Source: an optimization exercise on an open RTL-to-GDS flow (aim: small area). Production flows keep margins and buffers that such runs may drop.
Function was checked by simulation only, so behaviour that the tests miss may differ from the original.
Power figures rest on the tool's default switching activity, not on a simulated workload.

===== flow/design.v =====
module ptd (
    input  wire        clk,
    input  wire        rst,           
    input  wire [7:0]  reg_addr,      
    input  wire        reg_we,
    input  wire [31:0] reg_wdata,
    output reg  [31:0] reg_rdata,
    input  wire [31:0] rom_size,
    input  wire [31:0] pix_size,
    input  wire [31:0] pkd_size,
    output reg         rom_req,
    output reg  [31:0] rom_addr,
    input  wire        rom_ack,
    input  wire [7:0]  rom_rdata,
    output reg         pix_req,
    output reg         pix_we,
    output reg  [31:0] pix_addr,
    output reg  [7:0]  pix_wdata,
    input  wire        pix_ack,
    input  wire [7:0]  pix_rdata,
    output reg         pkd_req,
    output reg  [31:0] pkd_addr,
    output reg  [7:0]  pkd_wdata,
    input  wire        pkd_ack,
    output wire        busy
);
    localparam [3:0] F_ADDRRANGE  = 4'd1,
                     F_ILLEGAL    = 4'd2,
                     F_ROMBOUNDS  = 4'd3,
                     F_GEOMETRY   = 4'd4,
                     F_PIXBOUNDS  = 4'd5,
                     F_PKDBOUNDS  = 4'd6,
                     F_PIXELRANGE = 4'd7,
                     F_IDUNDER    = 4'd8;
    localparam [2:0] OP_DTILE = 3'd2, OP_PACK = 3'd3, OP_COMPOSE = 3'd4,
                     OP_ASSEMBLE = 3'd5;
    localparam [4:0] S_IDLE = 5'd0,
                     S_G1A  = 5'd1,    
                     S_G1B  = 5'd2,    
                     S_PB0  = 5'd3,    
                     S_PB1  = 5'd4,    
                     S_FPB  = 5'd5,    
                     S_POST = 5'd6,    
                     S_KB0  = 5'd7,    
                     S_KB1  = 5'd8,    
                     S_FPK  = 5'd9,    
                     S_P0   = 5'd10,   
                     S_PRD  = 5'd11,   
                     S_PWR  = 5'd12,   
                     S_PRE1 = 5'd13,   
                     S_PRE2 = 5'd14,   
                     S_PE0  = 5'd15,   
                     S_PE1  = 5'd16,   
                     S_TSET = 5'd17,   
                     S_AMAP = 5'd18,
                     S_AB16 = 5'd19,
                     S_AB4  = 5'd20,
                     S_TCHK = 5'd21,   
                     S_SCAN = 5'd22,   
                     S_RLO  = 5'd23,
                     S_RHI  = 5'd24,
                     S_PIX  = 5'd25,
                     S_NEXT = 5'd26,
                     S_NXT2 = 5'd27,
                     S_MVB  = 5'd28,
                     S_MVY  = 5'd29;
    reg [2:0]  op3;              
    reg        cflag;            
    reg        st_busy, st_done, st_fault;
    reg [3:0]  r_err;
    reg [31:0] ei;               
    reg [23:0] r_xlin;
    reg [21:0] r_xlout;
    reg [31:0] r_src, r_grid, r_vbase, r_vpitch, r_vdim, r_pkbase;
    reg [29:0] r_pklen;
    reg [31:0] r_mapbase, r_b16base, r_b4base, r_tsbase;
    reg [7:0]  r_tbias;
    assign busy = st_busy;
    wire [15:0] gw = r_grid[15:0];
    wire [15:0] gh = r_grid[31:16];
    wire [15:0] vw = r_vdim[15:0];
    wire [15:0] vh = r_vdim[31:16];
    reg [4:0]  state;
    reg [31:0] pa;               
    reg [15:0] xc, yc;           
    reg [7:0]  id;               
    reg [7:0]  lo, hi;           
    reg [2:0]  ri, pj;           
    reg [1:0]  kq, mq;           
    reg [4:0]  mc;               
    reg        msign;            
    reg        rowend;
    wire is_asm  = (op3 == OP_ASSEMBLE);
    wire is_pack = (op3 == OP_PACK);
    wire is_dt   = (op3 == OP_DTILE);
    wire up = is_asm ? ~(mq[0] ^ mq[1]) : xc[0];
    wire [2:0] trow = ri ^ {3{up}};
    wire [2:0] tcol = pj ^ {3{ri[0]}};
    wire [7:0] idrel = id - r_tbias;
    wire       idund = id < r_tbias;
    wire [15:0] xn = xc + 16'd1;
    wire [15:0] yn = yc + 16'd1;
    wire walk = (state >= S_TSET);
    wire xlast = (xn == (is_pack ? vw : gw));
    wire ylast = (yn == (walk ? gh : vh));
    wire vnz = (vw != 16'd0) && (vh != 16'd0);
    wire [15:0] g_w = is_dt ? 16'd1 : gw;
    wire [15:0] g_h = is_dt ? 16'd1 : gh;
    wire [15:0] v_w = is_asm ? {5'd0, vw[15:5]} : {3'd0, vw[15:3]};
    wire [15:0] v_h = is_asm ? {5'd0, vh[15:5]} : {3'd0, vh[15:3]};
    wire geo2_bad = !is_pack && ((g_w > v_w) || (g_h > v_h));
    localparam [3:0] A_0 = 4'd0, A_PA = 4'd1, A_EI = 4'd2, A_VB = 4'd3,
                     A_PK = 4'd4, A_SRC = 4'd5, A_MAP = 4'd6, A_B16 = 4'd7,
                     A_B4 = 4'd8, A_TS = 4'd9;
    localparam [2:0] B_0 = 3'd0, B_P = 3'd1, B_VW = 3'd2, B_RB = 3'd3,
                     B_ID = 3'd4, B_T = 3'd5, B_C = 3'd6;
    reg [3:0]  asel;
    reg [2:0]  bsel;
    reg        binv, cin;
    reg [32:0] bconst;
    reg [1:0]  idq;
    reg [3:0]  off4;
    reg [1:0]  xsel;             
    reg        cge;              
    always @* begin
        asel = A_0; bsel = B_0; binv = 1'b0; cin = 1'b0;
        bconst = 33'd0; idq = kq; off4 = 4'd0; xsel = 2'd0; cge = 1'b1;
        case (state)
            S_G1A:  begin bsel = B_P; end
            S_G1B:  begin asel = A_PA; bsel = B_VW; binv = 1'b1; cin = 1'b1; end
            S_PB0:  begin asel = A_VB; bsel = B_VW; xsel = 2'd1; cge = 1'b0; end
            S_PB1:  begin asel = A_PA; bsel = B_P;  xsel = 2'd1; cge = 1'b0; end
            S_FPB, S_POST, S_P0: asel = A_VB;
            S_KB0, S_FPK: asel = A_PK;
            S_KB1:  begin asel = A_PA; bsel = B_RB; cin = |vw[1:0]; xsel = 2'd2; cge = 1'b0; end
            S_PE1:  begin asel = A_PA; bsel = B_RB; cin = |vw[1:0]; end
            S_PRD:  begin asel = A_PA; cin = 1'b1; end
            S_PWR:  begin asel = A_EI; cin = 1'b1; end
            S_PRE1: begin asel = A_PA; bsel = B_VW; binv = 1'b1; cin = 1'b1; end
            S_PRE2: begin asel = A_PA; bsel = B_P; end
            S_TSET: asel = is_asm ? A_MAP : A_SRC;
            S_AMAP: asel = A_EI;
            S_AB16: begin asel = A_B16; bsel = B_ID; end
            S_AB4:  begin asel = A_B4;  bsel = B_ID; idq = mq; end
            S_TCHK, S_SCAN, S_RLO, S_RHI: begin
                asel = is_asm ? A_TS : A_EI;
                bsel = B_T;
                case (state)
                    S_TCHK:  off4 = 4'hF;
                    S_SCAN:  off4 = ~mc[3:0];
                    S_RLO:   off4 = {trow, 1'b0};
                    default: off4 = {trow, 1'b1};
                endcase
            end
            S_PIX: begin
                asel = A_PA;
                if (pj != 3'd7) begin
                    bsel = B_C; bconst = {33{ri[0]}}; cin = ~ri[0];
                end else begin
                    bsel = B_P; binv = up; cin = up;
                end
            end
            S_NEXT: begin
                asel = A_PA; bsel = B_C;
                if (is_asm) begin
                    if (mq != 2'd3)
                        bconst = (mq == 2'd1) ? -33'sd8 : 33'sd8;
                    else if (kq == 2'd1 || (kq == 2'd3 && xlast))
                        bconst = -33'sd24;
                    else
                        bconst = 33'sd8;
                end else begin
                    bconst = xlast ? 33'd0 : 33'sd8;
                end
            end
            S_NXT2: begin
                asel = A_EI; bsel = B_C;
                bconst = is_asm ? {32'd0, (mq == 2'd3 && kq == 2'd3)} : 33'd16;
            end
            S_MVB: begin
                asel = A_PA; bsel = B_C;
                bconst = is_asm ? -33'sd32 : -33'sd8;
            end
            S_MVY: begin asel = A_PA; bsel = B_P; binv = msign; cin = msign; end
            default: ;
        endcase
    end
    reg [32:0] aval, bval;
    always @* begin
        case (asel)
            A_PA:    aval = {1'b0, pa};
            A_EI:    aval = {1'b0, ei};
            A_VB:    aval = {1'b0, r_vbase};
            A_PK:    aval = {1'b0, r_pkbase};
            A_SRC:   aval = {1'b0, r_src};
            A_MAP:   aval = {1'b0, r_mapbase};
            A_B16:   aval = {1'b0, r_b16base};
            A_B4:    aval = {1'b0, r_b4base};
            A_TS:    aval = {1'b0, r_tsbase};
            default: aval = 33'd0;
        endcase
        case (bsel)
            B_P:     bval = {1'b0, r_vpitch};
            B_VW:    bval = {17'd0, vw};
            B_RB:    bval = {19'd0, vw[15:2]};
            B_ID:    bval = {23'd0, id, idq};
            B_T:     bval = {21'd0, (is_asm ? idrel : 8'd0), off4};
            B_C:     bval = bconst;
            default: bval = 33'd0;
        endcase
    end
    wire [32:0] s = aval + (bval ^ {33{binv}}) + {32'd0, cin};
    reg [31:0] xval;
    always @* begin
        case (xsel)
            2'd1:    xval = pix_size;
            2'd2:    xval = pkd_size;
            default: xval = rom_size;
        endcase
    end
    wire [33:0] cmps = {1'b0, s} + {2'b01, ~xval} + {33'd0, cge};
    wire hit = cmps[33];         
    wire [1:0] tpix = {~hi[3'd7 - tcol], ~lo[3'd7 - tcol]};
    always @* begin
        rom_addr  = s[31:0];
        rom_req   = 1'b0;
        pix_addr  = pa;
        pix_wdata = {6'd0, tpix};
        pix_req   = 1'b0;
        pix_we    = 1'b0;
        pkd_addr  = ei;
        pkd_wdata = lo;
        pkd_req   = 1'b0;
        case (state)
            S_AMAP, S_AB16, S_AB4: rom_req = !hit;
            S_RLO, S_RHI:          rom_req = 1'b1;
            S_PRD:                 pix_req = 1'b1;
            S_PIX: begin pix_req = 1'b1; pix_we = 1'b1; end
            S_PWR:                 pkd_req = (xc[1:0] == 2'd0);
            default: ;
        endcase
    end
    always @* begin
        case (reg_addr[7:2])
            6'h00: reg_rdata = 32'h50544401;
            6'h02: reg_rdata = cflag ? ei : {29'd0, op3};
            6'h03: reg_rdata = {29'd0, st_fault, st_done, st_busy};
            6'h04: reg_rdata = {28'd0, r_err};
            6'h05: reg_rdata = st_busy ? 32'd0 : ei;
            6'h06: reg_rdata = {8'd0, r_xlin};
            6'h07: reg_rdata = {10'd0, r_xlout};
            6'h08: reg_rdata = r_src;
            6'h09: reg_rdata = r_grid;
            6'h0A: reg_rdata = r_vbase;
            6'h0B: reg_rdata = r_vpitch;
            6'h0C: reg_rdata = r_vdim;
            6'h0D: reg_rdata = r_pkbase;
            6'h0E: reg_rdata = {2'd0, r_pklen};
            6'h0F: reg_rdata = r_mapbase;
            6'h10: reg_rdata = r_b16base;
            6'h11: reg_rdata = r_b4base;
            6'h12: reg_rdata = r_tsbase;
            6'h13: reg_rdata = {24'd0, r_tbias};
            default: reg_rdata = 32'd0;
        endcase
        if (reg_addr[1:0] != 2'b00) reg_rdata = 32'd0;
    end
    wire host_wr = reg_we && !st_busy && (reg_addr[1:0] == 2'b00);
    wire srst    = host_wr && (reg_addr[7:2] == 6'h01) && reg_wdata[0];
    wire cmd_wr  = host_wr && (reg_addr[7:2] == 6'h02) && !st_fault;
    wire legal   = (reg_wdata[31:3] == 29'd0) && (reg_wdata[2:0] != 3'd0)
                && (reg_wdata[2:0] <= 3'd5);
    task automatic raise(input [3:0] code, input [31:0] info);
        begin
            r_err    <= code;
            ei       <= info;
            st_busy  <= 1'b0;
            st_fault <= 1'b1;
            state    <= S_IDLE;
        end
    endtask
    task automatic finish_ok;
        begin
            st_busy <= 1'b0;
            st_done <= 1'b1;
            ei      <= 32'd0;
            state   <= S_IDLE;
        end
    endtask
    always @(posedge clk) begin
        if (rst || srst) begin
            op3       <= 3'd0;
            cflag     <= 1'b0;
            st_busy   <= 1'b0;
            st_done   <= 1'b0;
            st_fault  <= 1'b0;
            r_err     <= 4'd0;
            ei        <= 32'd0;
            r_xlin    <= 24'd0;
            r_xlout   <= 22'd0;
            r_src     <= 32'd0;
            r_grid    <= 32'd0;
            r_vbase   <= 32'd0;
            r_vpitch  <= 32'd0;
            r_vdim    <= 32'd0;
            r_pkbase  <= 32'd0;
            r_pklen   <= 30'd0;
            r_mapbase <= 32'd0;
            r_b16base <= 32'd0;
            r_b4base  <= 32'd0;
            r_tsbase  <= 32'd0;
            r_tbias   <= 8'd0;
            state     <= S_IDLE;
        end else begin
            if (host_wr) begin
                case (reg_addr[7:2])
                    6'h06: r_xlin    <= reg_wdata[23:0];
                    6'h08: r_src     <= reg_wdata;
                    6'h09: r_grid    <= reg_wdata;
                    6'h0A: r_vbase   <= reg_wdata;
                    6'h0B: r_vpitch  <= reg_wdata;
                    6'h0C: r_vdim    <= reg_wdata;
                    6'h0D: r_pkbase  <= reg_wdata;
                    6'h0F: r_mapbase <= reg_wdata;
                    6'h10: r_b16base <= reg_wdata;
                    6'h11: r_b4base  <= reg_wdata;
                    6'h12: r_tsbase  <= reg_wdata;
                    6'h13: r_tbias   <= reg_wdata[7:0];
                    default: ;
                endcase
            end
            case (state)
                S_IDLE: begin
                    if (cmd_wr) begin
                        op3      <= reg_wdata[2:0];
                        st_done  <= 1'b0;
                        st_fault <= 1'b0;
                        if (!legal) begin
                            cflag <= 1'b1;
                            raise(F_ILLEGAL, reg_wdata);
                        end else if (reg_wdata[2:0] == 3'd1) begin
                            if (r_xlin[15]) begin
                                raise(F_ADDRRANGE, {8'd0, r_xlin});
                            end else begin
                                r_xlout <= {(r_xlin[14] ? r_xlin[23:16] : 8'd0), r_xlin[13:0]};
                                finish_ok;
                            end
                        end else begin
                            st_busy <= 1'b1;
                            state   <= S_G1A;
                        end
                    end
                end
                S_G1A: begin
                    pa <= s[31:0];
                    yc <= 16'd0;
                    if (geo2_bad) raise(F_GEOMETRY, r_vdim);
                    else state <= S_G1B;
                end
                S_G1B: begin
                    if (s[32]) raise(F_GEOMETRY, r_vdim);
                    else if (vnz) state <= S_PB0;
                    else state <= S_POST;
                end
                S_PB0, S_PB1: begin
                    if (hit) begin
                        state <= S_FPB;
                    end else begin
                        pa <= s[31:0];
                        yc <= yn;
                        state <= ylast ? S_POST : S_PB1;
                    end
                end
                S_FPB: raise(F_PIXBOUNDS, s[31:0]);
                S_POST: begin
                    pa <= s[31:0];
                    yc <= 16'd0;
                    xc <= 16'd0;
                    if (is_pack) begin
                        if (!vnz) begin
                            r_pklen <= 30'd0;
                            finish_ok;
                        end else begin
                            state <= S_KB0;
                        end
                    end else if (!is_dt && (gw == 16'd0 || gh == 16'd0)) begin
                        finish_ok;
                    end else begin
                        state <= S_TSET;
                    end
                end
                S_KB0: begin
                    pa <= s[31:0];
                    ei <= s[31:0];
                    state <= S_KB1;
                end
                S_KB1: begin
                    if (hit) begin
                        state <= S_FPK;
                    end else begin
                        pa <= s[31:0];
                        yc <= yn;
                        if (ylast) state <= S_P0;
                    end
                end
                S_FPK: raise(F_PKDBOUNDS, s[31:0]);
                S_P0: begin
                    pa <= s[31:0];
                    yc <= 16'd0;
                    xc <= 16'd0;
                    rowend <= 1'b0;
                    state <= S_PRD;
                end
                S_PRD: begin
                    if (pix_ack) begin
                        if (pix_rdata[7:2] != 6'd0) begin
                            raise(F_PIXELRANGE, {yc, xc});
                        end else begin
                            lo <= {lo[5:0], pix_rdata[1:0]};
                            pa <= s[31:0];
                            xc <= xn;
                            if (xlast) rowend <= 1'b1;
                            if (xlast || xc[1:0] == 2'd3) state <= S_PWR;
                        end
                    end
                end
                S_PWR: begin
                    if (xc[1:0] != 2'd0) begin
                        lo <= {lo[5:0], 2'b00};
                        xc <= xn;
                    end else if (pkd_ack) begin
                        ei <= s[31:0];
                        state <= rowend ? S_PRE1 : S_PRD;
                    end
                end
                S_PRE1: begin
                    pa <= s[31:0];
                    state <= S_PRE2;
                end
                S_PRE2: begin
                    pa <= s[31:0];
                    xc <= 16'd0;
                    yc <= yn;
                    rowend <= 1'b0;
                    state <= ylast ? S_PE0 : S_PRD;
                end
                S_PE0: begin
                    pa <= 32'd0;
                    yc <= 16'd0;
                    state <= S_PE1;
                end
                S_PE1: begin
                    pa <= s[31:0];
                    yc <= yn;
                    if (ylast) begin
                        r_pklen <= s[29:0];
                        finish_ok;
                    end
                end
                S_TSET: begin
                    ei <= s[31:0];
                    xc <= 16'd0;
                    yc <= 16'd0;
                    kq <= 2'd0;
                    mq <= 2'd0;
                    rowend <= 1'b0;
                    msign <= 1'b0;
                    mc <= is_asm ? 5'd7 : 5'd0;
                    state <= S_MVY;
                end
                S_AMAP, S_AB16, S_AB4: begin
                    if (hit) begin
                        raise(F_ROMBOUNDS, s[31:0]);
                    end else if (rom_ack) begin
                        id <= rom_rdata;
                        state <= state + 5'd1;
                    end
                end
                S_TCHK: begin
                    ri <= 3'd0;
                    mc <= 5'd15;
                    if (is_asm && idund) raise(F_IDUNDER, {24'd0, id});
                    else if (hit) state <= S_SCAN;
                    else state <= S_RLO;
                end
                S_SCAN: begin
                    mc <= mc - 5'd1;
                    if (hit) raise(F_ROMBOUNDS, s[31:0]);
                end
                S_RLO: begin
                    if (rom_ack) begin
                        lo <= rom_rdata;
                        state <= S_RHI;
                    end
                end
                S_RHI: begin
                    if (rom_ack) begin
                        hi <= rom_rdata;
                        pj <= 3'd0;
                        state <= S_PIX;
                    end
                end
                S_PIX: begin
                    if (pix_ack) begin
                        pj <= pj + 3'd1;
                        if (pj != 3'd7 || ri != 3'd7) pa <= s[31:0];
                        if (pj == 3'd7) begin
                            ri <= ri + 3'd1;
                            state <= (ri == 3'd7) ? S_NEXT : S_RLO;
                        end
                    end
                end
                S_NEXT: begin
                    pa <= s[31:0];
                    if (is_dt) begin
                        finish_ok;
                    end else if (is_asm) begin
                        if (mq != 2'd3) begin
                            mc <= (mq == 2'd1) ? 5'd1 : 5'd0;
                            msign <= 1'b0;
                        end else if (kq != 2'd3) begin
                            mc <= (kq == 2'd1) ? 5'd15 : 5'd1;
                            msign <= (kq != 2'd1);
                        end else begin
                            rowend <= xlast;
                            mc <= xlast ? 5'd15 : 5'd17;
                            msign <= !xlast;
                            if (xlast && ylast) finish_ok;
                        end
                        if (!(mq == 2'd3 && kq == 2'd3 && xlast && ylast)) state <= S_NXT2;
                    end else begin
                        rowend <= xlast;
                        mc <= xlast ? (gw[0] ? 5'd1 : 5'd8) : 5'd0;
                        msign <= 1'b0;
                        if (xlast && ylast) finish_ok;
                        else state <= S_NXT2;
                    end
                end
                S_NXT2: begin
                    ei <= s[31:0];
                    if (is_asm) begin
                        mq <= mq + 2'd1;
                        if (mq == 2'd3) begin
                            kq <= kq + 2'd1;
                            if (kq == 2'd3) xc <= rowend ? 16'd0 : xn;
                        end
                    end else begin
                        xc <= rowend ? 16'd0 : xn;
                    end
                    state <= S_MVB;
                end
                S_MVB: begin
                    if (rowend && !xlast) begin
                        pa <= s[31:0];
                        xc <= xn;
                    end else begin
                        if (rowend) begin
                            xc <= 16'd0;
                            yc <= yn;
                        end
                        rowend <= 1'b0;
                        state <= S_MVY;
                    end
                end
                S_MVY: begin
                    if (mc != 5'd0) begin
                        pa <= s[31:0];
                        mc <= mc - 5'd1;
                    end else begin
                        state <= is_asm ? S_AMAP : S_TCHK;
                    end
                end
                default: state <= S_IDLE;
            endcase
        end
    end
endmodule

===== flow/run.sh =====
#!/bin/bash
# synth_recipe.tcl (not shown) runs the flow's synth.tcl, then flattens the netlist and writes it again
# the make line also repeats each setting of config.mk as NAME=value (left out here)
make -C /OpenROAD-flow-scripts/flow DESIGN_CONFIG=/design/flow/config.mk WORK_HOME=/design/flow/orfs CLKGATE_MAP_FILE= SYNTH_SCRIPT=/design/flow/synth_recipe.tcl finish

===== flow/config.mk =====
export PLATFORM = sky130hd
export DESIGN_NAME = ptd
export DESIGN_NICKNAME = ptd
export VERILOG_FILES = /design/flow/design.v
export SDC_FILE = /design/flow/constraint.sdc
export NUM_CORES = 4
export LEC_CHECK = 0
export CAP_MARGIN = 20
export CORE_MARGIN = 2
export CORE_UTILIZATION = 40
export SLEW_MARGIN = 20

===== flow/constraint.sdc =====
create_clock -name core_clock -period 12.0 [get_ports {clk}]
set_input_delay 2.4000 -clock core_clock [delete_from_list [all_inputs] [get_ports {clk}]]
set_output_delay 2.4000 -clock core_clock [all_outputs]
set_load 0.01 [all_outputs]

==> out/metrics.csv, run 1 <==
metric,value,unit
peak per-stage delay on the critical path,700,ps
part of the total power dissipated in sequential elements,0.319,
slack of the critical path,306,ps
clock tree from TritonCTS,done,
fraction of registers with async set/reset,0,
final setup violation count,0,
met3 Usage GRT,0.127,
"FF+latch count, synth",557,
area of the multi-input gates,21200,µm²
Int Pwr,3980,µW
number of clock sinks,557,
final-report hold violation count,0,
critical-path maximum fanout,18,
sw frac,0.373,
reg2reg start,state[2],
run status,no timing/DRC/antenna violations,
dpl cell area,39300,µm²
drt total wl,203000,µm
total via count in the routed design,39400,
area of the mapped netlist,34600,µm²
Max H-tree Level,3,
GRT Overall Usage,0.440,
"EDFF count, synth",105,
die outline width,298,µm
Critical Path RT,9600,ps
Reg2Reg Setup Slack,2220,ps
Clock power frac,0.355,
worst clock skew,44.1,ps
initial core utilization,0.405,
worst vdd ir,143,µV
per-cell via count in the routed design,6.66,
post-detailed-route wirelength per cell,34.4,µm
destination of the worst register-to-register timing path,pa[20],
Worst Setup Path Type,reg2out,
worst hold slack after final layout,458,ps
number of antenna violations at the first check in global routing,6,
floorplan die height,298,µm
wire length of the first global-routing pass,281000,µm
Port Buf Inserts,300,
placed wire-length estimate after detailed placement,142000,µm
clock-pin slew of the registers on the worst-case setup and hold paths,60,ps
CTS buffer count,68,
Antenna Violating Nets Remaining,0,
sequential element share of the synthesized area,0.352,
net count reported at finish,4986,
worst setup path startpoint,state[2],
DR DRC count,0,
net switching component of the power,2360,µW
met1 usage in global routing,0.557,
Worst Setup EP,rom_req,
core area,85500,µm²
reported leakage power,0.0148,µW
maximum number of pins on one net before global-route repair,99,
"Max stage delay cell, worst path",sky130_fd_sc_hd__dfxtp_1,
proportion of layout cells with a drive suffix above 1,0.0900,
worst setup timing slack at the placement stage,909,ps
final design area excluding fillers,41900,µm²
Slew Limit Headroom,0.196,
gate count after technology mapping,4521,
type of the most critical hold path,reg2reg,
count of TritonRoute iterations in the first routing pass,7,
Clock Root Buffer,sky130_fd_sc_hd__clkbuf_16,
Fmax achieved,85.5,MHz
global route overflow,0,
violation count after the first detailed-routing iteration,6941,
Final Cycle Share,0.974,
most common cell type on the critical path,sky130_fd_sc_hd__buf_4,
filler instances,8533,
final critical-path required period,11690,ps
endpoint kind of the worst setup timing path,primary output,
"Distinct cells, synth",95,
transition at the pin with the smallest max-transition slack,1200,ps
Cell Pwr Density,151,nW/µm²
P&R area growth vs syn,20.9,%
category of the worst setup path launch point,flip-flop,
GRT Max-Usage Layer,met2,
Core Rows,107,
part of the power in combinational logic,0.327,
maximum capacitance violations,0,
Global Route met2 Usage,0.637,
area used by sequential logic in the layout,12200,µm²
mean instance size in the synthesized netlist,7.66,µm²
CTS max path bufs,3,
leading register cell type out of synthesis,sky130_fd_sc_hd__dfxtp_1,
IO Pins,307,
yosys synthesis warning count,1,
number of global-route vias before repair,36400,
R2R cell count,33,
placer congestion estimate,1.04,
pins over their slew limit,0,
data arrival at the endpoint of the critical path,9290,ps
source-to-sink clock delay at the later pin of the worst-skew pair,670,ps
overall die area,89000,µm²
==> what timing repair did <==
item | 4_1_cts | 5_1_grt
buffers inserted | 0 | 9
endpoints found under the setup margin | 0 | 1
resized for setup | 0 | 25
hold buffers | 0 | 0
==> metrics by stage <==
stage          std cells  TNS (ps)  total power [µW]   util
2_1_floorplan       4526         0              3010      -
3_5_place_dp        5770         0              4010  0.459
6_report            5914         0              6340  0.490
3_3_place_gp        5770         0              4020  0.459
4_1_cts             5895         0              6230  0.487
5_1_grt             5909     -32.4              6460  0.489
==> how the worst min path moves through the flow <==
stage           startpoint          end  slack [ps]  cells past startpoint
6_report        r_xlout[9]   r_xlout[9]         460                      2
3_3_place_gp    r_tbias[3]   r_tbias[3]         440                      2
3_5_place_dp   r_xlout[15]  r_xlout[15]         450                      2
4_1_cts        r_xlout[13]  r_xlout[13]         450                      2
2_1_floorplan  r_xlout[21]  r_xlout[21]         430                      2
5_1_grt        r_xlout[21]  r_xlout[21]         470                      2
==> cells in the mapped netlist, drive strengths merged, types with 18 or more instances <==
library cell,number,share of area
a22o,26,0.0066
ha,115,0.042
o21ai,154,0.022
o211ai,18,0.0039
xor2,39,0.010
a221oi,45,0.011
inv,61,0.0066
a211oi,31,0.0069
a222oi,78,0.023
nor4,29,0.0054
edfxtp,105,0.091
dfxtp,452,0.26
nor2b,70,0.013
nand2b,26,0.0047
nand4,24,0.0049
a22oi,156,0.034
nand3,95,0.014
nor2,279,0.030
nor3,70,0.010
o21a,22,0.0048
a31oi,31,0.0056
mux2i,148,0.043
a21o,30,0.0065
and3,22,0.0040
buf,50,0.0070
o22ai,43,0.0078
clkbuf,325,0.035
nand2,1028,0.11
mux2,20,0.0065
xnor2,89,0.022
a21oi,636,0.092
==> per-layer routing <==
metal	up-vias	part of all wire	wire, µm
met5	-	0.00013	27
met4	4	0.090	18400
met3	860	0.13	25500
met2	3147	0.41	83600
met1	18700	0.37	75900
li1	16700	-	-
==> power by group through the flow <==
stage / Clock (µW) / Sequential, µW / Combinational [µW]
after global routing: 2320 / 2020 / 2120
after CTS: 2250 / 2020 / 1960
after floorplan: 0 / 2030 / 972
after global placement: 0 / 2060 / 1960
after detailed placement: 0 / 2060 / 1950
final: 2250 / 2020 / 2070
==> worst max-delay path, delay by kind of cell, from the launching register on <==
family	cells	cell delay [ps]
buf+inv	8	2370
fa+ha+maj	2	890
xor+xnor	1	260
flops	1	700
simple gates	7	1790
mux	1	190
compound gates	13	2410
==> flip-flops by register name, summed over array words and instances (netlist names), 16 cells and up <==
signal,cells
r_src,32
xc,16
yc,16
r_mapbase,32
r_vpitch,32
r_pkbase,32
r_vdim,32
r_grid,32
r_xlin,24
r_vbase,32
r_b4base,32
r_b16base,32
r_xlout,22
ei,32
r_pklen,30
r_tsbase,32
pa,32
==> cells by family after synthesis <==
family	count (synthesis)	synth area share
AOI/OAI and AO/OA	1390	0.256
xor gates and xnor gates	129	0.0335
adders and majority gates	119	0.0436
buffers and inverters	436	0.0488
DFF	557	0.352
muxes	174	0.0532
other	1	0.000108
and+or+nand+nor	1715	0.213
==> final cells by class <==
cell class | count | share of cell area
clock inverter | 23 | 0.00816
antenna | 5 | 0.000299
inverter | 61 | 0.00547
timing repair buffer | 489 | 0.106
clock buffer | 102 | 0.0488
multi-input combinational | 3533 | 0.506
tap | 1144 | 0.0342
sequential | 557 | 0.291
==> cells in the final DEF, fill, tap and decap left out, types with 30 or more instances in the layout <==
cell type	instances
sky130_fd_sc_hd__clkbuf_16	71
sky130_fd_sc_hd__a21oi_1	631
sky130_fd_sc_hd__buf_4	183
sky130_fd_sc_hd__nand3_1	91
sky130_fd_sc_hd__nor3_1	52
sky130_fd_sc_hd__xnor2_1	88
sky130_fd_sc_hd__xor2_1	38
sky130_fd_sc_hd__a221oi_1	45
sky130_fd_sc_hd__dfxtp_1	451
sky130_fd_sc_hd__nand2_1	1025
sky130_fd_sc_hd__nor2_1	261
sky130_fd_sc_hd__ha_1	112
sky130_fd_sc_hd__mux2i_1	148
sky130_fd_sc_hd__nor2b_1	67
sky130_fd_sc_hd__a31oi_1	30
sky130_fd_sc_hd__edfxtp_1	105
sky130_fd_sc_hd__a21o_1	30
sky130_fd_sc_hd__o22ai_1	42
sky130_fd_sc_hd__clkdlybuf4s50_1	298
sky130_fd_sc_hd__o21ai_0	139
sky130_fd_sc_hd__a222oi_1	78
sky130_fd_sc_hd__a22oi_1	156
sky130_fd_sc_hd__inv_1	61
==> run 2: changes to the inputs <==
--- a/flow/design.v
+++ b/flow/design.v
@@ -38,4 +38,5 @@
                      S_G1A  = 5'd1,    
                      S_G1B  = 5'd2,    
+                     S_GH   = 5'd30,   
                      S_PB0  = 5'd3,    
                      S_PB1  = 5'd4,    
@@ -91,4 +92,7 @@
     reg        msign;            
     reg        rowend;
+    reg        ph;               
+    reg        hitr;             
+    reg        xl_r, yl_r;       
     wire is_asm  = (op3 == OP_ASSEMBLE);
     wire is_pack = (op3 == OP_PACK);
@@ -101,18 +105,14 @@
     wire [15:0] xn = xc + 16'd1;
     wire [15:0] yn = yc + 16'd1;
-    wire walk = (state >= S_TSET);
+    wire walk = (state >= S_TSET) && (state != S_GH);
     wire xlast = (xn == (is_pack ? vw : gw));
     wire ylast = (yn == (walk ? gh : vh));
     wire vnz = (vw != 16'd0) && (vh != 16'd0);
-    wire [15:0] g_w = is_dt ? 16'd1 : gw;
-    wire [15:0] g_h = is_dt ? 16'd1 : gh;
-    wire [15:0] v_w = is_asm ? {5'd0, vw[15:5]} : {3'd0, vw[15:3]};
-    wire [15:0] v_h = is_asm ? {5'd0, vh[15:5]} : {3'd0, vh[15:3]};
-    wire geo2_bad = !is_pack && ((g_w > v_w) || (g_h > v_h));
+    wire [15:0] gsel = is_pack ? 16'd0 : is_dt ? 16'd1 : (state == S_GH) ? gh : gw;
     localparam [3:0] A_0 = 4'd0, A_PA = 4'd1, A_EI = 4'd2, A_VB = 4'd3,
                      A_PK = 4'd4, A_SRC = 4'd5, A_MAP = 4'd6, A_B16 = 4'd7,
                      A_B4 = 4'd8, A_TS = 4'd9;
     localparam [2:0] B_0 = 3'd0, B_P = 3'd1, B_VW = 3'd2, B_RB = 3'd3,
-                     B_ID = 3'd4, B_T = 3'd5, B_C = 3'd6;
+                     B_ID = 3'd4, B_T = 3'd5, B_C = 3'd6, B_G = 3'd7;
     reg [3:0]  asel;
     reg [2:0]  bsel;
@@ -121,17 +121,18 @@
     reg [1:0]  idq;
     reg [3:0]  off4;
-    reg [1:0]  xsel;             
+    reg [2:0]  xsel;             
     reg        cge;              
     always @* begin
         asel = A_0; bsel = B_0; binv = 1'b0; cin = 1'b0;
-        bconst = 33'd0; idq = kq; off4 = 4'd0; xsel = 2'd0; cge = 1'b1;
+        bconst = 33'd0; idq = kq; off4 = 4'd0; xsel = 3'd0; cge = 1'b1;
         case (state)
-            S_G1A:  begin bsel = B_P; end
-            S_G1B:  begin asel = A_PA; bsel = B_VW; binv = 1'b1; cin = 1'b1; end
-            S_PB0:  begin asel = A_VB; bsel = B_VW; xsel = 2'd1; cge = 1'b0; end
-            S_PB1:  begin asel = A_PA; bsel = B_P;  xsel = 2'd1; cge = 1'b0; end
+            S_G1A:  begin bsel = B_P; xsel = 3'd3; end
+            S_G1B:  begin bsel = B_G; xsel = 3'd3; cge = 1'b0; end
+            S_GH:   begin bsel = B_G; xsel = 3'd4; cge = 1'b0; end
+            S_PB0:  begin asel = A_VB; bsel = B_VW; xsel = 3'd1; cge = 1'b0; end
+            S_PB1:  begin asel = A_PA; bsel = B_P;  xsel = 3'd1; cge = 1'b0; end
             S_FPB, S_POST, S_P0: asel = A_VB;
             S_KB0, S_FPK: asel = A_PK;
-            S_KB1:  begin asel = A_PA; bsel = B_RB; cin = |vw[1:0]; xsel = 2'd2; cge = 1'b0; end
+            S_KB1:  begin asel = A_PA; bsel = B_RB; cin = |vw[1:0]; xsel = 3'd2; cge = 1'b0; end
             S_PE1:  begin asel = A_PA; bsel = B_RB; cin = |vw[1:0]; end
             S_PRD:  begin asel = A_PA; cin = 1'b1; end
@@ -166,10 +167,10 @@
                     if (mq != 2'd3)
                         bconst = (mq == 2'd1) ? -33'sd8 : 33'sd8;
-                    else if (kq == 2'd1 || (kq == 2'd3 && xlast))
+                    else if (kq == 2'd1 || (kq == 2'd3 && xl_r))
                         bconst = -33'sd24;
                     else
                         bconst = 33'sd8;
                 end else begin
-                    bconst = xlast ? 33'd0 : 33'sd8;
+                    bconst = xl_r ? 33'd0 : 33'sd8;
                 end
             end
@@ -207,4 +208,5 @@
             B_T:     bval = {21'd0, (is_asm ? idrel : 8'd0), off4};
             B_C:     bval = bconst;
+            B_G:     bval = is_asm ? {12'd0, gsel, 5'd0} : {14'd0, gsel, 3'd0};
             default: bval = 33'd0;
         endcase
@@ -214,6 +216,8 @@
     always @* begin
         case (xsel)
-            2'd1:    xval = pix_size;
-            2'd2:    xval = pkd_size;
+            3'd1:    xval = pix_size;
+            3'd2:    xval = pkd_size;
+            3'd3:    xval = {16'd0, vw};
+            3'd4:    xval = {16'd0, vh};
             default: xval = rom_size;
         endcase
@@ -233,5 +237,5 @@
         pkd_req   = 1'b0;
         case (state)
-            S_AMAP, S_AB16, S_AB4: rom_req = !hit;
+            S_AMAP, S_AB16, S_AB4: rom_req = ph && !hitr;
             S_RLO, S_RHI:          rom_req = 1'b1;
             S_PRD:                 pix_req = 1'b1;
@@ -266,4 +270,8 @@
         if (reg_addr[1:0] != 2'b00) reg_rdata = 32'd0;
     end
+    wire chk = (state == S_G1A) || (state == S_G1B) || (state == S_GH) ||
+               (state == S_PB0) || (state == S_PB1) || (state == S_KB1) ||
+               (state == S_AMAP) || (state == S_AB16) || (state == S_AB4) ||
+               (state == S_TCHK) || (state == S_SCAN);
     wire host_wr = reg_we && !st_busy && (reg_addr[1:0] == 2'b00);
     wire srst    = host_wr && (reg_addr[7:2] == 6'h01) && reg_wdata[0];
@@ -271,4 +279,21 @@
     wire legal   = (reg_wdata[31:3] == 29'd0) && (reg_wdata[2:0] != 3'd0)
                 && (reg_wdata[2:0] <= 3'd5);
+    wire        rst_any = rst || srst;
+    wire [31:0] wd = reg_wdata & {32{~rst_any}};
+    wire        hw = host_wr && !rst_any;
+    always @(posedge clk) begin
+        if (rst_any || (hw && reg_addr[7:2] == 6'h06)) r_xlin    <= wd[23:0];
+        if (rst_any || (hw && reg_addr[7:2] == 6'h08)) r_src     <= wd;
+        if (rst_any || (hw && reg_addr[7:2] == 6'h09)) r_grid    <= wd;
+        if (rst_any || (hw && reg_addr[7:2] == 6'h0A)) r_vbase   <= wd;
+        if (rst_any || (hw && reg_addr[7:2] == 6'h0B)) r_vpitch  <= wd;
+        if (rst_any || (hw && reg_addr[7:2] == 6'h0C)) r_vdim    <= wd;
+        if (rst_any || (hw && reg_addr[7:2] == 6'h0D)) r_pkbase  <= wd;
+        if (rst_any || (hw && reg_addr[7:2] == 6'h0F)) r_mapbase <= wd;
+        if (rst_any || (hw && reg_addr[7:2] == 6'h10)) r_b16base <= wd;
+        if (rst_any || (hw && reg_addr[7:2] == 6'h11)) r_b4base  <= wd;
+        if (rst_any || (hw && reg_addr[7:2] == 6'h12)) r_tsbase  <= wd;
+        if (rst_any || (hw && reg_addr[7:2] == 6'h13)) r_tbias   <= wd[7:0];
+    end
     task automatic raise(input [3:0] code, input [31:0] info);
         begin
@@ -289,4 +314,8 @@
     endtask
     always @(posedge clk) begin
+        xl_r <= xlast;
+        yl_r <= ylast;
+    end
+    always @(posedge clk) begin
         if (rst || srst) begin
             op3       <= 3'd0;
@@ -297,38 +326,12 @@
             r_err     <= 4'd0;
             ei        <= 32'd0;
-            r_xlin    <= 24'd0;
             r_xlout   <= 22'd0;
-            r_src     <= 32'd0;
-            r_grid    <= 32'd0;
-            r_vbase   <= 32'd0;
-            r_vpitch  <= 32'd0;
-            r_vdim    <= 32'd0;
-            r_pkbase  <= 32'd0;
             r_pklen   <= 30'd0;
-            r_mapbase <= 32'd0;
-            r_b16base <= 32'd0;
-            r_b4base  <= 32'd0;
-            r_tsbase  <= 32'd0;
-            r_tbias   <= 8'd0;
             state     <= S_IDLE;
         end else begin
-            if (host_wr) begin
-                case (reg_addr[7:2])
-                    6'h06: r_xlin    <= reg_wdata[23:0];
-                    6'h08: r_src     <= reg_wdata;
-                    6'h09: r_grid    <= reg_wdata;
-                    6'h0A: r_vbase   <= reg_wdata;
-                    6'h0B: r_vpitch  <= reg_wdata;
-                    6'h0C: r_vdim    <= reg_wdata;
-                    6'h0D: r_pkbase  <= reg_wdata;
-                    6'h0F: r_mapbase <= reg_wdata;
-                    6'h10: r_b16base <= reg_wdata;
-                    6'h11: r_b4base  <= reg_wdata;
-                    6'h12: r_tsbase  <= reg_wdata;
-                    6'h13: r_tbias   <= reg_wdata[7:0];
-                    default: ;
-                endcase
-            end
-            case (state)
+            if (chk && !ph) begin
+                ph   <= 1'b1;
+                hitr <= hit;
+            end else case (state)
                 S_IDLE: begin
                     if (cmd_wr) begin
@@ -348,4 +351,5 @@
                         end else begin
                             st_busy <= 1'b1;
+                            ph      <= 1'b0;
                             state   <= S_G1A;
                         end
@@ -353,16 +357,23 @@
                 end
                 S_G1A: begin
-                    pa <= s[31:0];
+                    ph <= 1'b0;
                     yc <= 16'd0;
-                    if (geo2_bad) raise(F_GEOMETRY, r_vdim);
+                    if (!hitr) raise(F_GEOMETRY, r_vdim);
                     else state <= S_G1B;
                 end
                 S_G1B: begin
-                    if (s[32]) raise(F_GEOMETRY, r_vdim);
+                    ph <= 1'b0;
+                    if (hitr) raise(F_GEOMETRY, r_vdim);
+                    else state <= S_GH;
+                end
+                S_GH: begin
+                    ph <= 1'b0;
+                    if (hitr) raise(F_GEOMETRY, r_vdim);
                     else if (vnz) state <= S_PB0;
                     else state <= S_POST;
                 end
                 S_PB0, S_PB1: begin
-                    if (hit) begin
+                    ph <= 1'b0;
+                    if (hitr) begin
                         state <= S_FPB;
                     end else begin
@@ -396,5 +407,6 @@
                 end
                 S_KB1: begin
-                    if (hit) begin
+                    ph <= 1'b0;
+                    if (hitr) begin
                         state <= S_FPK;
                     end else begin
@@ -470,7 +482,8 @@
                 end
                 S_AMAP, S_AB16, S_AB4: begin
-                    if (hit) begin
+                    if (hitr) begin
                         raise(F_ROMBOUNDS, s[31:0]);
                     end else if (rom_ack) begin
+                        ph <= 1'b0;
                         id <= rom_rdata;
                         state <= state + 5'd1;
@@ -478,13 +491,15 @@
                 end
                 S_TCHK: begin
+                    ph <= 1'b0;
                     ri <= 3'd0;
                     mc <= 5'd15;
                     if (is_asm && idund) raise(F_IDUNDER, {24'd0, id});
-                    else if (hit) state <= S_SCAN;
+                    else if (hitr) state <= S_SCAN;
                     else state <= S_RLO;
                 end
                 S_SCAN: begin
+                    ph <= 1'b0;
                     mc <= mc - 5'd1;
-                    if (hit) raise(F_ROMBOUNDS, s[31:0]);
+                    if (hitr) raise(F_ROMBOUNDS, s[31:0]);
                 end
                 S_RLO: begin
@@ -523,15 +538,15 @@
                             msign <= (kq != 2'd1);
                         end else begin
-                            rowend <= xlast;
-                            mc <= xlast ? 5'd15 : 5'd17;
-                            msign <= !xlast;
-                            if (xlast && ylast) finish_ok;
+                            rowend <= xl_r;
+                            mc <= xl_r ? 5'd15 : 5'd17;
+                            msign <= !xl_r;
+                            if (xl_r && yl_r) finish_ok;
                         end
-                        if (!(mq == 2'd3 && kq == 2'd3 && xlast && ylast)) state <= S_NXT2;
+                        if (!(mq == 2'd3 && kq == 2'd3 && xl_r && yl_r)) state <= S_NXT2;
                     end else begin
-                        rowend <= xlast;
-                        mc <= xlast ? (gw[0] ? 5'd1 : 5'd8) : 5'd0;
+                        rowend <= xl_r;
+                        mc <= xl_r ? (gw[0] ? 5'd1 : 5'd8) : 5'd0;
                         msign <= 1'b0;
-                        if (xlast && ylast) finish_ok;
+                        if (xl_r && yl_r) finish_ok;
                         else state <= S_NXT2;
                     end
==> flow/flow/run.sh (new file) <==
#!/bin/bash
# Own layout flow: the standard flow, with the standard synthesis's combinational
# logic re-mapped by ABC for area (its registers, names and cells kept as they are),
# and the port buffers made with the smallest buffer cell.
set -euo pipefail
W=$PWD
R=$W/orfs/results/$FLOW_PLATFORM/ptd/base
export BUFFER_PORTS_ARGS="-buffer_cell sky130_fd_sc_hd__buf_1"
export CTS_ARGS="-sink_clustering_enable -repair_clock_nets -dont_use_dummy_load -sink_clustering_size 30 -sink_clustering_max_diameter 70 -buf_list sky130_fd_sc_hd__clkbuf_16"

# 1. standard synthesis
bash standard.sh synth > $W/flow_synth.log 2>&1

# 2. re-map the combinational logic, keeping every flip-flop instance
cp $R/1_2_yosys.v $W/std_netlist.v
LIB=$(ls $FLOW_HOME/platforms/$FLOW_PLATFORM/lib/sky130_fd_sc_hd__tt_025C_1v80.lib)
sed -e "s#@LIB@#$LIB#g" -e "s#@IN@#$W/std_netlist.v#g" -e "s#@OUT@#$W/remap.v#g" \
    -e "s#@ABC@#$W/flow/area.abc#g" $W/flow/remap.ys > $W/remap_run.ys
yosys -s $W/remap_run.ys > $W/flow_remap.log 2>&1
cp $W/remap.v $R/1_2_yosys.v
rm -f $R/1_synth.odb $R/1_synth.sdc
bash standard.sh synth > $W/flow_synth2.log 2>&1

# 3. the rest of the standard flow
bash standard.sh ${RUN_TARGET:-finish} > $W/flow_finish.log 2>&1
==> flow/flow/area.abc (new file) <==
strash
&get -n
&fraig -x
&put
scorr
dc2
strash
&get -n
&dch -f
&nf -R 1000
&put
strash
&get -n
&dch -f
&nf -R 1000
&put
==> flow/flow/remap.ys (new file) <==
read_liberty -ignore_miss_func @LIB@
read_verilog @IN@
hierarchy -top ptd
setattr -mod -set keep_hierarchy 1 sky130_fd_sc_hd__edfxtp_1 sky130_fd_sc_hd__dfxtp_1 sky130_fd_sc_hd__conb_1
flatten
opt -purge
abc -liberty @LIB@ -script @ABC@ -dont_use sky130_fd_sc_hd__lpflow_bleeder_1 -dont_use sky130_fd_sc_hd__lpflow_clkbufkapwr_1 -dont_use sky130_fd_sc_hd__lpflow_clkbufkapwr_16 -dont_use sky130_fd_sc_hd__lpflow_clkbufkapwr_2 -dont_use sky130_fd_sc_hd__lpflow_clkbufkapwr_4 -dont_use sky130_fd_sc_hd__lpflow_clkbufkapwr_8 -dont_use sky130_fd_sc_hd__lpflow_clkinvkapwr_1 -dont_use sky130_fd_sc_hd__lpflow_clkinvkapwr_16 -dont_use sky130_fd_sc_hd__lpflow_clkinvkapwr_2 -dont_use sky130_fd_sc_hd__lpflow_clkinvkapwr_4 -dont_use sky130_fd_sc_hd__lpflow_clkinvkapwr_8 -dont_use sky130_fd_sc_hd__lpflow_decapkapwr_12 -dont_use sky130_fd_sc_hd__lpflow_decapkapwr_3 -dont_use sky130_fd_sc_hd__lpflow_decapkapwr_4 -dont_use sky130_fd_sc_hd__lpflow_decapkapwr_6 -dont_use sky130_fd_sc_hd__lpflow_decapkapwr_8 -dont_use sky130_fd_sc_hd__lpflow_inputiso0n_1 -dont_use sky130_fd_sc_hd__lpflow_inputiso0p_1 -dont_use sky130_fd_sc_hd__lpflow_inputiso1n_1 -dont_use sky130_fd_sc_hd__lpflow_inputiso1p_1 -dont_use sky130_fd_sc_hd__lpflow_inputisolatch_1 -dont_use sky130_fd_sc_hd__lpflow_isobufsrc_1 -dont_use sky130_fd_sc_hd__lpflow_isobufsrc_16 -dont_use sky130_fd_sc_hd__lpflow_isobufsrc_2 -dont_use sky130_fd_sc_hd__lpflow_isobufsrc_4 -dont_use sky130_fd_sc_hd__lpflow_isobufsrc_8 -dont_use sky130_fd_sc_hd__lpflow_isobufsrckapwr_16 -dont_use sky130_fd_sc_hd__lpflow_lsbuf_lh_hl_isowell_tap_1 -dont_use sky130_fd_sc_hd__lpflow_lsbuf_lh_hl_isowell_tap_2 -dont_use sky130_fd_sc_hd__lpflow_lsbuf_lh_hl_isowell_tap_4 -dont_use sky130_fd_sc_hd__lpflow_lsbuf_lh_isowell_4 -dont_use sky130_fd_sc_hd__lpflow_lsbuf_lh_isowell_tap_1 -dont_use sky130_fd_sc_hd__lpflow_lsbuf_lh_isowell_tap_2 -dont_use sky130_fd_sc_hd__lpflow_lsbuf_lh_isowell_tap_4 -dont_use sky130_fd_sc_hd__probe_p_8 -dont_use sky130_fd_sc_hd__probec_p_8 
opt_clean -purge
hilomap -singleton -hicell sky130_fd_sc_hd__conb_1 HI -locell sky130_fd_sc_hd__conb_1 LO
insbuf -buf sky130_fd_sc_hd__buf_1 A X
splitnets
opt_clean -purge
stat -liberty @LIB@
select -module ptd
write_verilog -noattr -noexpr -nohex -nodec -selected @OUT@
==> flow/standard.sh (new file) <==
#!/bin/bash
# synth_recipe.tcl (not shown) runs the flow's synth.tcl, then flattens the netlist and writes it again
# the make line also repeats each setting of config.mk as NAME=value (left out here)
make -C /OpenROAD-flow-scripts/flow DESIGN_CONFIG=/design/flow/config.mk WORK_HOME=/design/flow/orfs CLKGATE_MAP_FILE= SYNTH_SCRIPT=/design/flow/synth_recipe.tcl "${@:-finish}"
--- a/flow/config.mk
+++ b/flow/config.mk
@@ -6,6 +6,8 @@
 export NUM_CORES = 4
 export LEC_CHECK = 0
+export ABC_AREA = 1
 export CAP_MARGIN = 20
 export CORE_MARGIN = 2
-export CORE_UTILIZATION = 40
+export CORE_UTILIZATION = 55
+export PLACE_DENSITY = 0.65
 export SLEW_MARGIN = 20
removed: flow/run.sh
==> run 2 against run 1 <==
- non-clock buffer count is 61 lower
- critical path type unchanged
- count of clock-buffer cells in the layout shrank 66
- largest cell class is now sequential cells
- critical endpoint is now rom_addr[31]
- worst hold slack got worse by 6.7 ps
- synthesized area shrank 15%
- clock power fell by 47%
==> out/metrics.csv, run 2 <==
metric,value,unit,change
run status,no timing/DRC/antenna violations,,
most common cell type on the critical path,sky130_fd_sc_hd__maj3_1,,
die outline width,235,µm,-21%
"commonest non-fill, non-tap cell in the layout",sky130_fd_sc_hd__edfxtp_1,,
Hold Path Cell Cnt,2,,unchanged
final setup violation count,0,,unchanged
Cell Pwr Density,223,nW/µm²,+48%
data arrival at the endpoint of the critical path,9360,ps,+70 ps
critical-path maximum fanout,19,,+1
Worst Setup Path Type,reg2out,,
"Max stage delay cell, worst path",sky130_fd_sc_hd__nor2_4,,
worst setup timing slack at the placement stage,531,ps,-378 ps
overall die area,55200,µm²,-38%
clock tree from TritonCTS,done,,
number of buffers added to fix hold violations after cts,0,,unchanged
maximum capacitance violations,0,,unchanged
area of the mapped netlist,29300,µm²,-15%
dpl cell area,32400,µm²,-17%
Critical Path RT,9600,ps,about the same
post-detailed-route wirelength per cell,39.0,µm,+13%
drt total wl,150000,µm,-26%
Clock Root Buffer,sky130_fd_sc_hd__clkbuf_16,,
endpoint kind of the worst setup timing path,primary output,,
maximum number of pins on one net before global-route repair,70,,-29%
number of global-route vias before repair,29200,,-20%
count of TritonRoute iterations in the first routing pass,13,,+6
Max H-tree Level,2,,-1
number of antenna violations at the first check in global routing,8,,+2
clock-pin slew of the registers on the worst-case setup and hold paths,110,ps,+50 ps
proportion of layout cells with a drive suffix above 1,0.0770,,-0.0130
final design area excluding fillers,33500,µm²,-20%
CTS max path bufs,3,,unchanged
gate count after technology mapping,2752,,-39%
Fmax achieved,85.0,MHz,-0.57%
total via count in the routed design,31000,,-21%
IO Pins,307,,unchanged
Final Cycle Share,0.980,,+0.00559
source-to-sink clock delay at the later pin of the worst-skew pair,630,ps,-40 ps
worst vdd ir,177,µV,+24%
GRT Overall Usage,0.522,,+0.0822
wire length of the first global-routing pass,208000,µm,-26%
initial core utilization,0.557,,+0.152
Antenna Violating Nets Remaining,0,,unchanged
placed wire-length estimate after detailed placement,102000,µm,-28%
DR DRC count,0,,unchanged
global route overflow,0,,unchanged
yosys synthesis warning count,1,,unchanged
peak per-stage delay on the critical path,780,ps,+80 ps
placer congestion estimate,1.13,,+8.8%
Port Buf Inserts,300,,unchanged
core area,52700,µm²,-38%
final critical-path required period,11760,ps,+67.1 ps
final-report hold violation count,0,,unchanged
category of the worst setup path launch point,flip-flop,,
R2R cell count,39,,+18%
reported leakage power,0.0110,µW,-26%
pins over their slew limit,0,,unchanged
Slew Limit Headroom,0.155,,-0.0404
net count reported at finish,3303,,-34%
worst clock skew,119,ps,+75.2 ps
slack of the critical path,239,ps,-67.1 ps
mean instance size in the synthesized netlist,10.7,µm²,+39%
Core Rows,84,,-21%
accumulated negative setup slack,0,ps,unchanged
transition at the pin with the smallest max-transition slack,1270,ps,+63.7 ps
floorplan die height,235,µm,-21%
violation count after the first detailed-routing iteration,6824,,-1.7%
CTS buffer count,36,,-47%
P&R area growth vs syn,14.1,%,
number of clock sinks,561,,+0.72%
per-cell via count in the routed design,8.08,,+21%
type of the most critical hold path,reg2reg,,
filler instances,4238,,-50%
"leading cell types in the layout, fill and taps excluded","sky130_fd_sc_hd__edfxtp_1 (459), sky130_fd_sc_hd__buf_1 (300), sky130_fd_sc_hd__nand2_1 (269)",,
Reg2Reg Setup Slack,2290,ps,+70 ps
utilization of the core after routing,0.636,,+0.146
run 2: cell types whose count changed in the layout (fill, tap and decap cells not counted), moves of 298 or more:
cell	change
sky130_fd_sc_hd__nand2_1	-756
sky130_fd_sc_hd__clkdlybuf4s50_1	-298
sky130_fd_sc_hd__dfxtp_1	-354
sky130_fd_sc_hd__buf_1	+300
sky130_fd_sc_hd__edfxtp_1	+354
sky130_fd_sc_hd__a21oi_1	-439
run 2: worst max-delay path, delay by kind of cell, from the launching register on:
| family | cells | cell delay (ps) |
|---|---|---|
| flops | 1 | 490 |
| xor+xnor | 1 | 180 |
| fa+ha+maj | 5 | 1940 |
| simple gates | 11 | 2430 |
| buf+inv | 3 | 450 |
| compound gates | 15 | 3240 |
run 2: final cells by class:
cell class | count | area, µm² | area share
inverter | 36 | 135 | 0.00404
multi-input combinational | 2082 | 13600 | 0.407
timing repair buffer | 428 | 2090 | 0.0624
clock buffer | 36 | 901 | 0.0269
sequential | 561 | 15800 | 0.473
antenna | 10 | 25.0 | 0.000748
tap | 688 | 861 | 0.0257
run 2: report_power, final:
group | internal, µW | switching [µW]
logic | 1070 | 2500
clock network | 534 | 651
registers | 2430 | 296
run 2: repair_timing:
action / CTS / global route
pin swaps: 0 / 1
endpoints found under the setup margin: 3 / 5
buffers inserted: 0 / 5
resized for setup: 3 / 16
run 2: worst paths after layout:
path	end	from
hold / removal	r_xlout[15]	r_xlout[15]
hold reg to reg	r_xlout[15]	r_xlout[15]
setup / recovery	rom_addr[31]	state[1]
setup reg to reg	hitr	state[1]
run 2: through the flow:
stage	total power (µW)	cells	hold WS, ps
finish	7480	3841	451
global route	7600	3831	472
CTS	7190	3826	449
detailed placement	6050	3790	433
global placement	5990	3790	424
floorplan	4630	2757	415
run 2: per-layer routing:
layer	GRT usage	up-vias	routed length, µm
met5	0	-	26
met4	0.355	4	13700
met3	0.246	1035	28900
met2	0.723	3731	59200
met1	0.645	14400	48200
li1	-	11900	-
==> run 3: changes to the inputs <==
--- a/flow/design.v
+++ b/flow/design.v
@@ -68,6 +68,7 @@
     reg [2:0]  op3;              
     reg        cflag;            
-    reg        st_busy, st_done, st_fault;
+    reg        st_busy, st_done;
     reg [3:0]  r_err;
+    wire       st_fault = (r_err != 4'd0);    
     reg [31:0] ei;               
     reg [23:0] r_xlin;
@@ -301,5 +302,4 @@
             ei       <= info;
             st_busy  <= 1'b0;
-            st_fault <= 1'b1;
             state    <= S_IDLE;
         end
@@ -323,5 +323,4 @@
             st_busy   <= 1'b0;
             st_done   <= 1'b0;
-            st_fault  <= 1'b0;
             r_err     <= 4'd0;
             ei        <= 32'd0;
@@ -338,5 +337,4 @@
                         op3      <= reg_wdata[2:0];
                         st_done  <= 1'b0;
-                        st_fault <= 1'b0;
                         if (!legal) begin
                             cflag <= 1'b1;
@@ -458,5 +456,5 @@
                 end
                 S_PE0: begin
-                    pa <= 32'd0;
+                    pa <= s[31:0];
                     yc <= 16'd0;
                     state <= S_PE1;
==> run 3 against run 2 <==
- sequential share of layout area is 0.079 points higher
- power is 7.9% lower
- design area is 0.26% lower
- global-route usage is 1.5 points higher
- final cell count is 0.31% lower
- routed wire length is 0.47% lower
- synthesized area is 1.6% lower
- largest cell class unchanged
- largest power group unchanged
==> out/metrics.csv, run 3 <==
metric,value,unit,change
run status,no timing/DRC/antenna violations,,
Clock power frac,0.170,,+0.012
worst setup timing slack at the placement stage,268,ps,-262 ps
floorplan die height,233,µm,-0.77%
endpoint kind of the worst setup timing path,primary output,,
P&R area growth vs syn,15.6,%,
Core Rows,83,,-1.2%
final-report hold violation count,0,,unchanged
category of the worst setup path launch point,flip-flop,,
Final Cycle Share,0.967,,-0.0134
Int Pwr,3830,µW,-5.1%
number of instances in the placed design,3779,,-0.29%
per-cell via count in the routed design,8.08,,about the same
wire length of the first global-routing pass,206000,µm,-0.84%
slack of the critical path,400,ps,+161 ps
utilization of the core after routing,0.647,,+0.0111
"commonest non-fill, non-tap cell in the layout",sky130_fd_sc_hd__edfxtp_1,,
total via count in the routed design,31000,,-0.21%
IO Pins,307,,unchanged
Fmax achieved,86.2,MHz,+1.4%
Slew Limit Headroom,0.189,,+0.0340
filler instances,4051,,-4.4%
Antenna Violating Nets Remaining,0,,unchanged
"leading cell types in the layout, fill and taps excluded","sky130_fd_sc_hd__edfxtp_1 (459), sky130_fd_sc_hd__buf_1 (298), sky130_fd_sc_hd__nor2_1 (255)",,
Clock Root Buffer,sky130_fd_sc_hd__clkbuf_16,,
pins over their slew limit,0,,unchanged
type of the most critical hold path,reg2reg,,
Max H-tree Level,2,,unchanged
Worst Setup Path Type,reg2out,,
worst clock skew,96.1,ps,-23.2 ps
mean instance size in the synthesized netlist,10.7,µm²,+0.11%
critical-path maximum fanout,21,,+2
worst setup path startpoint,state[3],,
number of global-route vias before repair,28900,,-0.89%
DR DRC count,0,,unchanged
total power of the final layout,6890,µW,-7.9%
CTS max path bufs,3,,unchanged
maximum number of pins on one net before global-route repair,60,,-14%
Port Buf Inserts,300,,unchanged
gate count after technology mapping,2706,,-1.7%
clock tree from TritonCTS,done,,
area of the mapped netlist,28900,µm²,-1.6%
number of cells in the finished layout apart from fillers,3829,,-0.31%
Critical Path RT,9600,ps,about the same
final critical-path required period,11600,ps,-161 ps
maximum capacitance violations,0,,unchanged
area used by sequential logic in the layout,15800,µm²,about the same
proportion of layout cells with a drive suffix above 1,0.0946,,+0.0176
data arrival at the endpoint of the critical path,9200,ps,-160 ps
core area,51600,µm²,-2.0%
placed wire-length estimate after detailed placement,100000,µm,-1.7%
worst vdd ir,196,µV,+11%
global route overflow,0,,unchanged
clock-pin slew of the registers on the worst-case setup and hold paths,100,ps,about the same
number of antenna violations at the first check in global routing,12,,+4
violation count after the first detailed-routing iteration,8037,,+18%
drt total wl,149000,µm,-0.47%
GRT Overall Usage,0.538,,+0.0152
reg2reg start,state[3],,
overall die area,54300,µm²,-1.5%
yosys synthesis warning count,1,,unchanged
post-detailed-route wirelength per cell,39.0,µm,-0.16%
Reg2Reg Setup Slack,1720,ps,-570 ps
Cell Pwr Density,206,nW/µm²,-7.7%
area of the multi-input gates,13200,µm²,-2.9%
final setup violation count,0,,unchanged
net switching component of the power,3060,µW,-11%
count of TritonRoute iterations in the first routing pass,17,,+4
initial core utilization,0.559,,+0.00237
most common cell type on the critical path,sky130_fd_sc_hd__clkinv_1,,
source-to-sink clock delay at the later pin of the worst-skew pair,630,ps,about the same
transition at the pin with the smallest max-transition slack,1200,ps,-63.8 ps
peak per-stage delay on the critical path,430,ps,-350 ps
sw frac,0.444,,-0.0166
number of clock sinks,560,,-0.18%
net count reported at finish,3299,,-0.12%
reported leakage power,0.0110,µW,about the same
die outline width,233,µm,-0.77%
startpoint of the most critical hold path,r_xlout[17],,
placer congestion estimate,1.08,,-4.5%
part of the total power dissipated in sequential elements,0.384,,+0.019
CTS buffer count,35,,-2.8%
"Max stage delay cell, worst path",sky130_fd_sc_hd__dfxtp_4,,
part of the power in combinational logic,0.446,,-0.031
==> run 3: changes by cell type in the layout (fill, tap and decap cells not counted), moves of 21 or more <==
cell                       change
sky130_fd_sc_hd__nor3_1       -23
sky130_fd_sc_hd__nor2_1       +28
sky130_fd_sc_hd__a222oi_1     +21
sky130_fd_sc_hd__nand3_1      +34
sky130_fd_sc_hd__xor2_1       -26
sky130_fd_sc_hd__buf_4        +38
sky130_fd_sc_hd__o21ai_0      +22
==> run 3: layer usage <==
layer  track usage  vias up  routed length (µm)
met5       0.00460        -                  13
met4         0.411        2               15200
met3         0.233     1100               27500
met2         0.737     3661               58700
met1         0.664    14400               47900
li1              -    11800                   -
==> run 3: worst paths after layout <==
kind,endpoint,depth (start not counted)
setup reg to reg,hitr,49
setup / recovery,rom_addr[29],47
hold / removal,r_xlout[17],2
hold reg to reg,r_xlout[17],2
==> run 3: critical path, delay by kind of cell (launching register included) <==
kind            cells  cell delay [ps]
simple gates       12             1560
fa+ha+maj           5             1610
xor+xnor            1              240
compound gates     19             3460
buf+inv            10             1290
flops               1              430
==> run 3: area by class of cell <==
type                       instances  share of cell area
sequential                       560               0.474
tap                              680              0.0255
inverter                          37             0.00416
timing repair buffer             471              0.0729
clock buffer                      35              0.0262
multi-input combinational       2036               0.397
antenna                           10            0.000750
==> run 3: repair_timing <==
item                                    4_1_cts  5_1_grt
setup buffers                                 0        5
endpoints found under the setup margin        5        7
cloned                                        0        0
gates resized for setup                      11       40
pin swaps                                     0        8
hold buffers                                  0        0
==> run 3: power groups by stage <==
| stage | Clock (µW) | Combinational, µW | Sequential [µW] |
|---|---|---|---|
| 6_report | 1170 | 3070 | 2640 |
| 3_5_place_dp | 0 | 2810 | 2650 |
| 5_1_grt | 1200 | 3150 | 2650 |
| 4_1_cts | 1150 | 2840 | 2610 |
| 2_1_floorplan | 0 | 1640 | 2550 |
| 3_3_place_gp | 0 | 2770 | 2640 |
==> run 3: metrics by stage <==
stage          hold WS, ps  TNS (ps)  instance area [µm²]
6_report               488         0                33400
3_5_place_dp           464         0                32200
3_3_place_gp           437         0                32200
2_1_floorplan          420         0                28900
4_1_cts                483         0                33200
5_1_grt                502     -24.0                33400
==> run 4: changes to the inputs <==
--- a/flow/flow/run.sh
+++ b/flow/flow/run.sh
@@ -7,5 +7,5 @@
 R=$W/orfs/results/$FLOW_PLATFORM/ptd/base
 export BUFFER_PORTS_ARGS="-buffer_cell sky130_fd_sc_hd__buf_1"
-export CTS_ARGS="-sink_clustering_enable -repair_clock_nets -dont_use_dummy_load -sink_clustering_size 30 -sink_clustering_max_diameter 70 -buf_list sky130_fd_sc_hd__clkbuf_16"
+export CTS_ARGS="-sink_clustering_enable -repair_clock_nets -dont_use_dummy_load -sink_clustering_size 25 -sink_clustering_max_diameter 60 -buf_list sky130_fd_sc_hd__clkbuf_16"
 
 # 1. standard synthesis
--- a/flow/config.mk
+++ b/flow/config.mk
@@ -9,5 +9,5 @@
 export CAP_MARGIN = 20
 export CORE_MARGIN = 2
-export CORE_UTILIZATION = 55
-export PLACE_DENSITY = 0.65
+export CORE_UTILIZATION = 50
+export PLACE_DENSITY = 0.6
 export SLEW_MARGIN = 20
==> run 4 against run 3 <==
- still clean on timing, DRC and antenna
- global-route usage decreased by 3.4 points
- non-clock buffer count grew 13
- register-to-register slack improved by 100 ps
- synthesized area stayed put
- first-iteration DRC count fell by 8.8%
- via count decreased by 0.76%
- fmax grew 0.49%
- flip-flop and latch count unchanged
- worst hold slack got worse by 19 ps
- sequential share of layout area is 0.50 points lower
- clock skew increased by 13 ps
==> out/metrics.csv, run 4 <==
metric,value,unit,change
run status,no timing/DRC/antenna violations,,
clock tree from TritonCTS,done,,
destination of the worst register-to-register timing path,hitr,,
count of TritonRoute iterations in the first routing pass,14,,-3
Critical Path RT,9600,ps,about the same
floorplan die height,244,µm,+4.8%
type of the most critical hold path,reg2reg,,
maximum number of pins on one net before global-route repair,59,,-1.7%
drt total wl,155000,µm,+4.0%
reported leakage power,0.0112,µW,+1.4%
CTS buffer count,43,,+23%
area of the mapped netlist,28900,µm²,unchanged
worst setup path startpoint,state[4],,
core area,57400,µm²,+11%
yosys synthesis warning count,1,,unchanged
transition at the pin with the smallest max-transition slack,1260,ps,+54.4 ps
CTS max path bufs,3,,unchanged
net count reported at finish,3320,,+0.64%
R2R cell count,44,,-10%
Cell Pwr Density,210,nW/µm²,+1.8%
number of global-route vias before repair,28500,,-1.5%
mean instance size in the synthesized netlist,10.7,µm²,unchanged
global route overflow,0,,unchanged
peak per-stage delay on the critical path,430,ps,about the same
IO Pins,307,,unchanged
Final Cycle Share,0.962,,-0.00470
GRT Overall Usage,0.504,,-0.0337
"commonest non-fill, non-tap cell in the layout",sky130_fd_sc_hd__edfxtp_1,,
source-to-sink clock delay at the later pin of the worst-skew pair,640,ps,about the same
number of antenna violations at the first check in global routing,15,,+3
category of the worst setup path launch point,flip-flop,,
per-cell via count in the routed design,7.80,,-3.5%
worst setup timing slack at the placement stage,502,ps,+233 ps
pins over their slew limit,0,,unchanged
Fmax achieved,86.6,MHz,+0.49%
post-detailed-route wirelength per cell,39.4,µm,+1.1%
proportion of layout cells with a drive suffix above 1,0.0972,,+0.00254
final-report hold violation count,0,,unchanged
total via count in the routed design,30700,,-0.76%
number of clock sinks,560,,unchanged
final critical-path required period,11540,ps,-56.4 ps
Worst Setup EP,rom_addr[30],,
wire length of the first global-routing pass,212000,µm,+3.0%
P&R area growth vs syn,16.8,%,
total power of the final layout,7080,µW,+2.8%
overall die area,59700,µm²,+9.8%
Slew Limit Headroom,0.162,,-0.0278
Antenna Violating Nets Remaining,0,,unchanged
accumulated negative setup slack,0,ps,unchanged
==> run 4: routing by layer <==
layer | up-vias | wire [µm] | global-route usage
met5 | - | 133 | 0.00735
met4 | 14 | 13900 | 0.319
met3 | 956 | 27600 | 0.212
met2 | 3389 | 61600 | 0.709
met1 | 14500 | 51900 | 0.637
li1 | 11900 | - | -
==> run 4: metrics by stage <==
step / utilization / area [µm²] / std cells / hold slack (ps)
finish: 0.588 / 33700 / 3937 / 470
floorplan: - / 28900 / 2711 / 420
global route: 0.588 / 33700 / 3928 / 496
CTS: 0.585 / 33500 / 3918 / 467
detailed placement: 0.566 / 32500 / 3875 / 449
global placement: 0.565 / 32400 / 3872 / 439
==> run 4: worst min-delay path by stage <==
stage	end	slack [ps]	depth (start not counted)
2_1_floorplan	r_xlout[19]	420	2
3_3_place_gp	r_xlout[19]	440	2
3_5_place_dp	r_xlout[16]	450	2
4_1_cts	r_pklen[29]	470	2
5_1_grt	r_pklen[29]	500	2
6_report	r_pklen[29]	470	2
==> run 4: worst register-to-register path, delay by kind of cell, from the launching register on <==
kind,cells,cell delay [ps]
AOI/OAI and AO/OA,23,4890
buffers and inverters,6,690
and+or+nand+nor,9,1690
xor gates and xnor gates,1,650
adders and majority gates,5,1590
DFF,1,390
==> run 4: area by class of cell <==
class | instances | area [µm²]
clock buffers | 43 | 1080
well taps | 765 | 957
repair buffers | 484 | 2530
diodes | 12 | 30.0
inverters | 37 | 139
fillers | 4870 | 23600
multi-input cells | 2036 | 13200
flip-flops and latches | 560 | 15800
==> run 4: report_power, final <==
group / switching [µW] / internal [µW] / leakage, µW
Clock: 678 / 631 / 0.000530
Sequential: 254 / 2390 / 0.00521
Combinational: 2180 / 946 / 0.00542
Total: 3110 / 3970 / 0.0112
==> run 4: repair_timing <==
| action | 4_1_cts | 5_1_grt |
|---|---|---|
| setup endpoints to repair | 4 | 8 |
| buffers inserted | 0 | 7 |
| endpoints found under the hold margin | 0 | 0 |
| gates cloned | 0 | 0 |
| hold buffers | 0 | 0 |
| pin swaps | 0 | 12 |
| resized for setup | 3 | 31 |

port drivers added, routing unchanged:
No port has a modelled driver above. Below, the same layouts with a new extraction and two added sets of constraints. Step 1: set_driving_cell puts a clkbuf_16 on clk and a buf_2 on each other input, an assumption about the parent block. Step 2, shift: input delay + t, output delay - t, t = (earliest + latest rising clock arrival at the registers) / 2. This alone moves slack from input paths to output paths. Slacks: no drivers / after step 1 / after step 2; pairs: no drivers / after step 1.
run	t, ns	setup slack, ns
run 1	0.728	0.306 / 0.229 / 0.957
run 2	0.640	0.239 / 0.171 / 0.812
run 3	0.641	0.400 / 0.337 / 0.978
run 4	0.647	0.456 / 0.392 / 1.040
After both steps every run listed still meets setup and hold.
